This is an optimization exercise on Yosys and OpenROAD, whose aim is small area, a short achievable clock period and few clock cycles per item, not a production implementation. Function was checked by simulation only, so behaviour that the tests miss may differ from the original. Power is estimated from default activity; no workload was simulated.

==> flow/design.v (outline; a module is shown in full before it is edited, if it fits) <==
// module fp32_round_pack: 25 lines
// module fp32_round_pack_al: 20 lines
// module fp32_mul: 48 lines
// module mul24_csa: 1121 lines
// module fp32_add: 79 lines
// module mae_bq: 334 lines
module mae_bq #(
    parameter N_CH = 8
) (
    input  wire        clk,
    input  wire        rst,
    input  wire        cmd_valid,
    output wire        cmd_ready,
    input  wire [31:0] cmd_data,
    output wire        rsp_valid,
    input  wire        rsp_ready,
    output wire [31:0] rsp_data
);
  // ...
==> flow/flow/run.sh <==
#!/bin/bash
# The standard flow, with synthesis unchanged, but with timing repair after
# floorplan, clock tree and global routing aiming for a setup slack of
# MARGIN ns (a clock period of about 22 - MARGIN ns) instead of 0, and the
# port buffers made plain buffers (buf_4) instead of the default choice.
set -euo pipefail
MARGIN=16.0
bash standard.sh synth > synth.log 2>&1
bash standard.sh SETUP_SLACK_MARGIN=$MARGIN TNS_END_PERCENT=100 \
    "BUFFER_PORTS_ARGS=-buffer_cell sky130_fd_sc_hd__buf_4" finish > layout.log 2>&1
==> flow/standard.sh <==
#!/bin/bash
# synth_recipe.tcl (not shown) runs the flow's synth.tcl, then flattens the netlist and writes it again
# the make line also repeats each setting of config.mk as NAME=value (left out here)
make -C /OpenROAD-flow-scripts/flow DESIGN_CONFIG=/design/flow/config.mk WORK_HOME=/design/flow/orfs CLKGATE_MAP_FILE= SYNTH_SCRIPT=/design/flow/synth_recipe.tcl "${@:-finish}"
==> flow/config.mk <==
export PLATFORM = sky130hd
export DESIGN_NAME = mae_bq
export DESIGN_NICKNAME = mae_bq
export VERILOG_FILES = /design/flow/design.v
export SDC_FILE = /design/flow/constraint.sdc
export NUM_CORES = 4
export LEC_CHECK = 0
export ABC_CLOCK_PERIOD_IN_PS = 5000
export CAP_MARGIN = 20
export CORE_MARGIN = 2
export CORE_UTILIZATION = 50
export PLACE_DENSITY = 0.65
export SLEW_MARGIN = 20
==> flow/constraint.sdc <==
create_clock -name core_clock -period 22.0 [get_ports {clk}]
set_input_delay 4.4000 -clock core_clock [delete_from_list [all_inputs] [get_ports {clk}]]
set_output_delay 4.4000 -clock core_clock [all_outputs]
set_load 0.01 [all_outputs]
==> flow_summary.ini, run 1 <==
[logic_synthesis]
synth.net_count = 9230
synth.area.mux_share_pct = 7.69
yosys_warnings = 6
yosysSeqAreaShare_pct = 48.1
synth.area.top_cells = edfxtp_1 38%, fa_1 10%, dfxtp_1 9.6%

[final_layout]
design_area_mm2 = 0.108
largestClassByArea = multi-input combinational cells

[timing]
fin_skew_ns = 0.0552
fin_hold_ws_ns = 0.326
final-max-slew-violation-count = 0
rsz0062_at_grt = true

[power_and_ir_drop]
seq_cell_power_uw = 3840
clockPowerShare_pct = 27.9

[setup_path]
crit_chain = buf_8, and3_4, a41o_1, o21a_1, o21ai_2, nand3b_1, or2_4, inv_2, nand2_2, a21oi_2, o21ai_2, buf_4, mux2i_1, nand2_1, a22oi_1, a211oi_1, o21ai_1
start_kind = primary input
worst-path-buf-inv = 3

[placed_design]
pre_cts_ws_ns = 13.99
dpl_cell_area_mm2 = 0.0971
place.gp.congestion = 0.935

[routing]
drt_pre_antenna_iters = 6

[floorplan]
die-area_mm2 = 0.191

[clock_network]
cts_tree = yes
cts_inserted_buffers = 169

[hold_path]
min_path_cells = 0

[global_route]
use_met1_pct = 41.3

[status]
outcome = timing/DRC/antenna clean
Testbench counts, summed over its fixed seeds: cycles 16,745, items 3,200.
==> run 2, diff against run 1 <==
--- a/flow/config.mk
+++ b/flow/config.mk
@@ -8,6 +8,6 @@
 export ABC_CLOCK_PERIOD_IN_PS = 5000
 export CAP_MARGIN = 20
 export CORE_MARGIN = 2
-export CORE_UTILIZATION = 50
-export PLACE_DENSITY = 0.65
+export CORE_UTILIZATION = 40
+export PLACE_DENSITY = 0.6
 export SLEW_MARGIN = 20
==> flow_summary.ini, run 2 <==
[status]
outcome = timing/DRC/antenna clean

[timing]
rsz0062_at_grt = true
fin_skew_ns = 0.0884
fin_crit_sh_pct = 27.3
hold_viol_final = 0
setup_tns_ns = 0
fin_crit_ns = 6.00
fin_ws_ns = 16.00
setup_viol = 0
slew_headroom_pct = 21.2
fmax_mhz = 167
worstMarginPinSlew_ns = 1.18
final-max-slew-violation-count = 0

[clock_network]
cts_sinks = 1648
htreeDepth = 4
cts_tree = yes
cts_inserted_buffers = 174
clk_path_buf_depth = 3
clk-insertion-delay-late_ns = 0.86
cts_root_buf = clkbuf_16
clkSlewWorstSetupHoldPaths_ns = 0.07

[placed_design]
io_buffer_count = 69
place.gp.congestion = 0.912
pre_cts_ws_ns = 14.42
dpl_cell_area_mm2 = 0.0980
dp_hpwl_um = 203000

[final_layout]
nNetsFinal = 9412
drive_above_1_share_pct = 17.4
design_area_mm2 = 0.109
layout_common_cells = 1199 x edfxtp_1, 1013 x nor2_1, 668 x inv_1, 485 x fa_1, 434 x nand2_1
top_regs = z1 (256), z2 (256)
fill_cells = 21049
synthToLayoutAreaGrowth_pct = 16.6
final_util_pct = 46.9
final_common_cell = edfxtp_1

[logic_synthesis]
synth_area_mm2 = 0.0936
yosysUniqueCellTypes = 106
synth.net_count = 9230
netlist_instances = 8484
yosys_warnings = 6
synth_edf_count = 1199
synth_seq_cells = 1648
synth_ff_type = edfxtp_1
synth_top_area_share_pct = 38.5
async_flop_share_pct = 0
yosysSeqAreaShare_pct = 48.1
synth.most_common_cell = edfxtp_1
synthTopCellsByCount = 1199 x edfxtp_1, 1038 x nor2_1, 678 x inv_1
yosysTopAreaCell = edfxtp_1
synth.area.top_cells = edfxtp_1 38%, fa_1 10%, dfxtp_1 9.6%
syn_area_per_cell_um2 = 11.0

[routing]
wire_per_inst_um = 25.9
vias_per_cell = 5.87
drt_iter0_drc = 6680
drt_pre_antenna_iters = 8
vias = 70277
drc = 0
routed_wl_um = 310000
ant_nets = 0

[global_route]
grt_pass1_wl_um = 454000
grt_antenna_before_repair = 19
overflow = 0
grt_pass1_vias = 69585
grt_usage_pct = 25.3
grt_max_degree = 69

[power_and_ir_drop]
seqPwrFrac_pct = 36.1
ir_drop_v = 0.0000757
intPower_uw = 6720
switching_share_pct = 36.6
powerDensity_mw_per_mm2 = 97.2
clockPowerShare_pct = 28.9
p_switching_uw = 3890
leakage_uw = 0.0408
total_power_uw = 10600
p_comb_share_pct = 34.9

[floorplan]
initial_core_util_pct = 40.2
row_count = 177
core_mm2 = 0.233
fp.dieW_um = 488
die-area_mm2 = 0.238
io_pins = 70
die_y_um = 488

[setup_path]
arrival_ns = 6.78
start_kind = primary input
worstSetupPathType = primary input to flop
worstPathRequired_ns = 22.78
crit_path_end_kind = flop
worst-path-max-fanout = 3

[hold_path]
hp-class = flop to flop

[job]
maxCapViolCount = 0
==> run 2: cell types whose count changed in the layout (fill, tap and decap cells not counted), moves of 9 or more <==
| cell | previous run | this run |
|---|---|---|
| nor2_1 | 1002 | 1013 |
| clkbuf_1 | 25 | 41 |
| mux2i_1 | 328 | 317 |
| a21oi_4 | 28 | 14 |
| clkbuf_16 | 183 | 192 |
| clkinvlp_4 | 18 | 9 |
| clkinv_1 | 28 | 19 |
| a21oi_2 | 45 | 55 |
| diode_2 | 2 | 33 |
==> run 2: power by group through the flow <==
stage / logic, uW / registers, uW / clock network [uW]
2_1_floorplan: 2270 / 3730 / 0
3_3_place_gp: 3250 / 3880 / 0
3_5_place_dp: 3250 / 3880 / 0
4_1_cts: 3430 / 3810 / 3110
5_1_grt: 4000 / 3840 / 3230
6_report: 3710 / 3830 / 3070
==> run 2: cell families after synthesis <==
family | after synthesis | share of synthesized area (%)
AO/OA/AOI/OAI | 1756 | 12.1
XOR/XNOR | 213 | 1.99
multiplexers | 610 | 7.69
buffers and inverters | 1153 | 4.71
AND/OR/NAND/NOR | 2392 | 12.0
adder cells (fa/ha/maj) | 712 | 13.4
flip-flops | 1648 | 48.1
==> run 2: final cells by class <==
cell class                 instances  area, um^2  area share (%)
clock inverter                    94        1270            1.16
clock buffer                     233        4780            4.38
antenna                           33        82.6          0.0757
sequential                      1648       45100            41.3
timing repair buffer             465        4720            4.33
inverter                         685        2600            2.38
multi-input combinational       5690       46700            42.8
tap                             3132        3920            3.59
timing repair inverter             2        10.0         0.00917
==> run 2: path summary, 6_finish.rpt <==
kind,startpoint,endpoint,slack (ns),depth (start not counted)
max,cmd_data[29],rdy,16.00,17
min,aflt_r[4],aflt_r[5],0.32,0
max reg2reg,u_mul.s2_e[1],mr[31],16.05,22
min reg2reg,aflt_r[4],aflt_r[5],0.32,0
==> run 2: stage by stage <==
stage          instances  hold WS (ns)
2_1_floorplan       8484         0.310
3_3_place_gp       11377         0.310
3_5_place_dp       11377         0.312
4_1_cts            11810         0.326
5_1_grt            11979         0.329
6_report           11982         0.320
==> run 2: repair_timing <==
action	CTS	global route
gates cloned	21	16
endpoints found under the setup margin	220	144
gates resized for setup	250	302
setup buffers	85	122
pin swaps	45	106
hold buffers	0	0
==> run 2: routing by layer <==
| metal | up-vias | part of all wire, % | GRT usage [%] |
|---|---|---|---|
| li1 | 30762 | - | - |
| met1 | 35581 | 41 | 33.5 |
| met2 | 3194 | 46 | 41.2 |
| met3 | 738 | 7.9 | 4.20 |
| met4 | 2 | 4.8 | 10.2 |
| met5 | - | 0.0042 | 0 |
==> run 2: critical path, stage by stage <==
cell and delay [ns]:
buf_12 0.11, and2_4 0.17, a41o_1 0.29, o21a_1 0.20, o21ai_2 0.15, nand3b_1 0.12, or2_4 0.26, inv_2 0.05
nand2_2 0.06, a21oi_2 0.15, o21ai_2 0.07, nand2b_1 0.16, o211ai_1 0.10, o211ai_1 0.11, a21boi_1 0.16, a21oi_1 0.06
o21ai_1 0.15
==> run 3, diff against run 2 <==
--- a/flow/flow/run.sh
+++ b/flow/flow/run.sh
@@ -4,7 +4,7 @@
 # MARGIN ns (a clock period of about 22 - MARGIN ns) instead of 0, and the
 # port buffers made plain buffers (buf_4) instead of the default choice.
 set -euo pipefail
-MARGIN=16.0
+MARGIN=15.8
 bash standard.sh synth > synth.log 2>&1
 bash standard.sh SETUP_SLACK_MARGIN=$MARGIN TNS_END_PERCENT=100 \
     "BUFFER_PORTS_ARGS=-buffer_cell sky130_fd_sc_hd__buf_4" finish > layout.log 2>&1
==> flow_summary.ini, run 3 <==
[placed_design]
place.gp.congestion = 0.934
dp_hpwl_um = 202000
io_buffer_count = 69

[hold_path]
hp-class = flop to flop

[routing]
vias = 68861
wire_per_inst_um = 25.6
drt_iter0_drc = 6537
vias_per_cell = 5.79
top_layer = met5
drc = 0
wl_met1_um = 126000
routed_wl_um = 304000
drt_pre_antenna_iters = 8
dr_wl_met3_um = 23100
ant_nets = 0
wl_met2_um = 143000

[logic_synthesis]
synth_seq_cells = 1648
yosysTopAreaCell = edfxtp_1
synth.area.top_cells = edfxtp_1 38%, fa_1 10%, dfxtp_1 9.6%
synth_fa_ha_area_share_pct = 13.4
synth_top_area_share_pct = 38.5
synth_ff_type = edfxtp_1
yosysUniqueCellTypes = 106
syn_area_per_cell_um2 = 11.0
yosysSeqAreaShare_pct = 48.1
synthSimpleGateAreaFrac_pct = 12.0
synth_top_family_by_area = adder cells
synthTopCellsByCount = 1199 x edfxtp_1, 1038 x nor2_1, 678 x inv_1
synth-xor-area-share_pct = 1.99
netlist_instances = 8484
yosys_warnings = 6
synth_compound_area_share_pct = 12.1
synth.most_common_cell = edfxtp_1
async_flop_share_pct = 0
synth.area.mux_share_pct = 7.69
synth_edf_count = 1199
synth.net_count = 9230
synth_area_mm2 = 0.0936

[setup_path]
crit_chain = buf_4, and2_1, nand2_1, nor4b_4, nand3_1, o21ai_4, buf_4, mux2_2
crit_slowest_cell = buf_4
worst-path-buf-inv = 2
worst-path-max-fanout = 32
arrival_ns = 6.67
cp_top_family = simple AND/OR/NAND/NOR gates
reg2reg_slack_ns = 15.94
worstSetupPathType = primary input to flop
start_kind = primary input
max_stage_delay_ns = 0.51
crit_path_end_kind = flop
worstPathRequired_ns = 22.56
crit_top_cell = buf_4

[status]
outcome = timing/DRC/antenna clean

[floorplan]
die_y_um = 488
die-area_mm2 = 0.238
io_pins = 70
initial_core_util_pct = 40.2
fp.dieW_um = 488
row_count = 177
core_mm2 = 0.233

[timing]
setup_tns_ns = 0
rsz0062_at_grt = false
worstMarginPinSlew_ns = 1.13
setup_viol = 0
fin_skew_ns = 0.0782
fmax_mhz = 163
final-max-slew-violation-count = 0
hold_viol_final = 0
fin_crit_sh_pct = 27.8
slew_headroom_pct = 24.6
fin_crit_ns = 6.12

[clock_network]
clk_path_buf_depth = 3
htreeDepth = 4
cts_root_buf = clkbuf_16
clkSlewWorstSetupHoldPaths_ns = 0.06
clk-insertion-delay-late_ns = 0.87
cts_inserted_buffers = 174
cts_sinks = 1648
cts_hold_buf = 0
cts_tree = yes

[power_and_ir_drop]
powerDensity_mw_per_mm2 = 97.0
ir_drop_v = 0.0000752
leakage_uw = 0.0402

[global_route]
grt_usage_pct = 25.1
grt_max_degree = 69
grt_pass1_wl_um = 451000
overflow = 0
grt_pass1_vias = 69200
grt_antenna_before_repair = 25

[final_layout]
fill_cells = 21201
synthToLayoutAreaGrowth_pct = 14.9
top_regs = z1 (256), z2 (256)
final_util_pct = 46.2
layout_common_cells = 1199 x edfxtp_1, 1007 x nor2_1, 671 x inv_1, 490 x fa_1, 438 x nand2_1
nNetsFinal = 9353
drive_above_1_share_pct = 15.8
final_common_cell = edfxtp_1

[job]
maxCapViolCount = 0
==> run 3: final cells by class <==
type / instances / area, um^2 / share of cell area, %
multi-input combinational: 5691 / 46400 / 43.2
sequential: 1648 / 45000 / 41.9
clock buffer: 234 / 4780 / 4.45
tap: 3132 / 3920 / 3.64
timing repair buffer: 406 / 3800 / 3.53
inverter: 685 / 2630 / 2.44
clock inverter: 87 / 980 / 0.910
antenna: 8 / 20.0 / 0.0186
timing repair inverter: 1 / 5.00 / 0.00465
==> run 3: what timing repair did <==
| item | 4_1_cts | 5_1_grt |
|---|---|---|
| setup endpoints to repair | 165 | 101 |
| gates resized for setup | 177 | 221 |
| pin swaps | 20 | 52 |
| cloned | 21 | 3 |
| setup buffers | 46 | 107 |
==> run 3: worst paths after layout <==
path                                  from              end  depth (start not counted)
worst min-delay path            aidx_r[15]       aidx_r[18]                          0
worst max-delay path             cmd_valid        opw[0][8]                          8
worst min register to register  aidx_r[15]       aidx_r[18]                          0
worst max register to register    act_r[3]  u_add.s1_sml[7]                         26
==> run 3: metal layers <==
layer	global-route usage [%]	vias up
li1	-	30617
met1	33.6	34759
met2	41.2	2866
met3	3.92	601
met4	9.19	18
met5	0	-
==> run 3: cell families (layout without fill, tap and decap cells) <==
group,Yosys count,count (layout)
adder cells (fa/ha/maj),712,712
XOR/XNOR,213,213
multiplexers,610,610
AO/OA/AOI/OAI,1756,1763
other,0,8
buffers and inverters,1153,1413
AND/OR/NAND/NOR,2392,2393
flip-flops,1648,1648
==> run 3: worst register-to-register path, cell delays in order (launching register included) <==
cell and delay, ns:
dfxtp_4 0.41, nor2_4 0.26, buf_12 0.20, mux2i_4 0.36, ha_4 0.26, a21o_1 0.17
a21o_1 0.17, a211o_1 0.28, o211ai_1 0.12, a21oi_2 0.11, o41ai_4 0.32, buf_4 0.18
buf_12 0.10, mux2_2 0.33, o211a_1 0.25, a311oi_4 0.36, o2111ai_4 0.21, buf_12 0.19
buf_4 0.18, buf_4 0.15, mux2_2 0.21, nor2_1 0.03, a21oi_1 0.36, mux2i_1 0.17
mux2_2 0.29, nand2_1 0.10, o221ai_1 0.13
==> run 3: power by group <==
part	switching, uW	internal (uW)
Clock	1310	1640
Sequential	246	3590
Combinational	2320	1350
==> run 3: stage by stage <==
| stage | hold WS, ns | power [uW] | instance area [um^2] | instances | setup WS (ns) |
|---|---|---|---|---|---|
| 2_1_floorplan | 0.310 | 6000 | 93800 | 8484 | 15.39 |
| 3_3_place_gp | 0.311 | 7160 | 98100 | 11381 | 13.96 |
| 3_5_place_dp | 0.312 | 7160 | 98100 | 11385 | 13.82 |
| 4_1_cts | 0.297 | 10200 | 105000 | 11773 | 15.75 |
| 5_1_grt | 0.285 | 10900 | 108000 | 11888 | 15.73 |
| 6_report | 0.286 | 10400 | 108000 | 11892 | 15.88 |

[port drivers added, routing unchanged]
No port has a modelled driver above. Below, the same layouts with a new extraction and two added sets of constraints.
Step 1 (the two cells are an assumption about what drives the block):
set clk [get_ports {clk}]
set_driving_cell -lib_cell sky130_fd_sc_hd__clkbuf_16 $clk
set_driving_cell -lib_cell sky130_fd_sc_hd__buf_2 [delete_from_list [all_inputs] $clk]
Step 2, shift: input delay + t, output delay - t, t = (earliest + latest rising clock arrival at the registers) / 2. This alone moves slack from input paths to output paths.
a / b / c = no drivers / after step 1 / after step 2; a / b = the first two.
| run | t, ns | setup WS [ns] | worst setup path at the end | latest minus earliest clock arrival (ns) | worst slew at a driven data input, ns |
|---|---|---|---|---|---|
| run 1 | 0.891 | 15.895 / 15.923 / 15.033 | input to register | 0.058 / 0.057 | 0.07 |
| run 2 | 0.902 | 15.999 / 16.035 / 15.133 | input to register | 0.100 / 0.100 | 0.08 |
| run 3 | 0.918 | 15.883 / 15.889 / 15.011 | input to register | 0.087 / 0.087 | 0.10 |
After both steps every run listed still meets setup and hold. The setup slack of run 3, which loses most, moves by +0.006 ns with the drivers and by -0.872 ns with both steps.
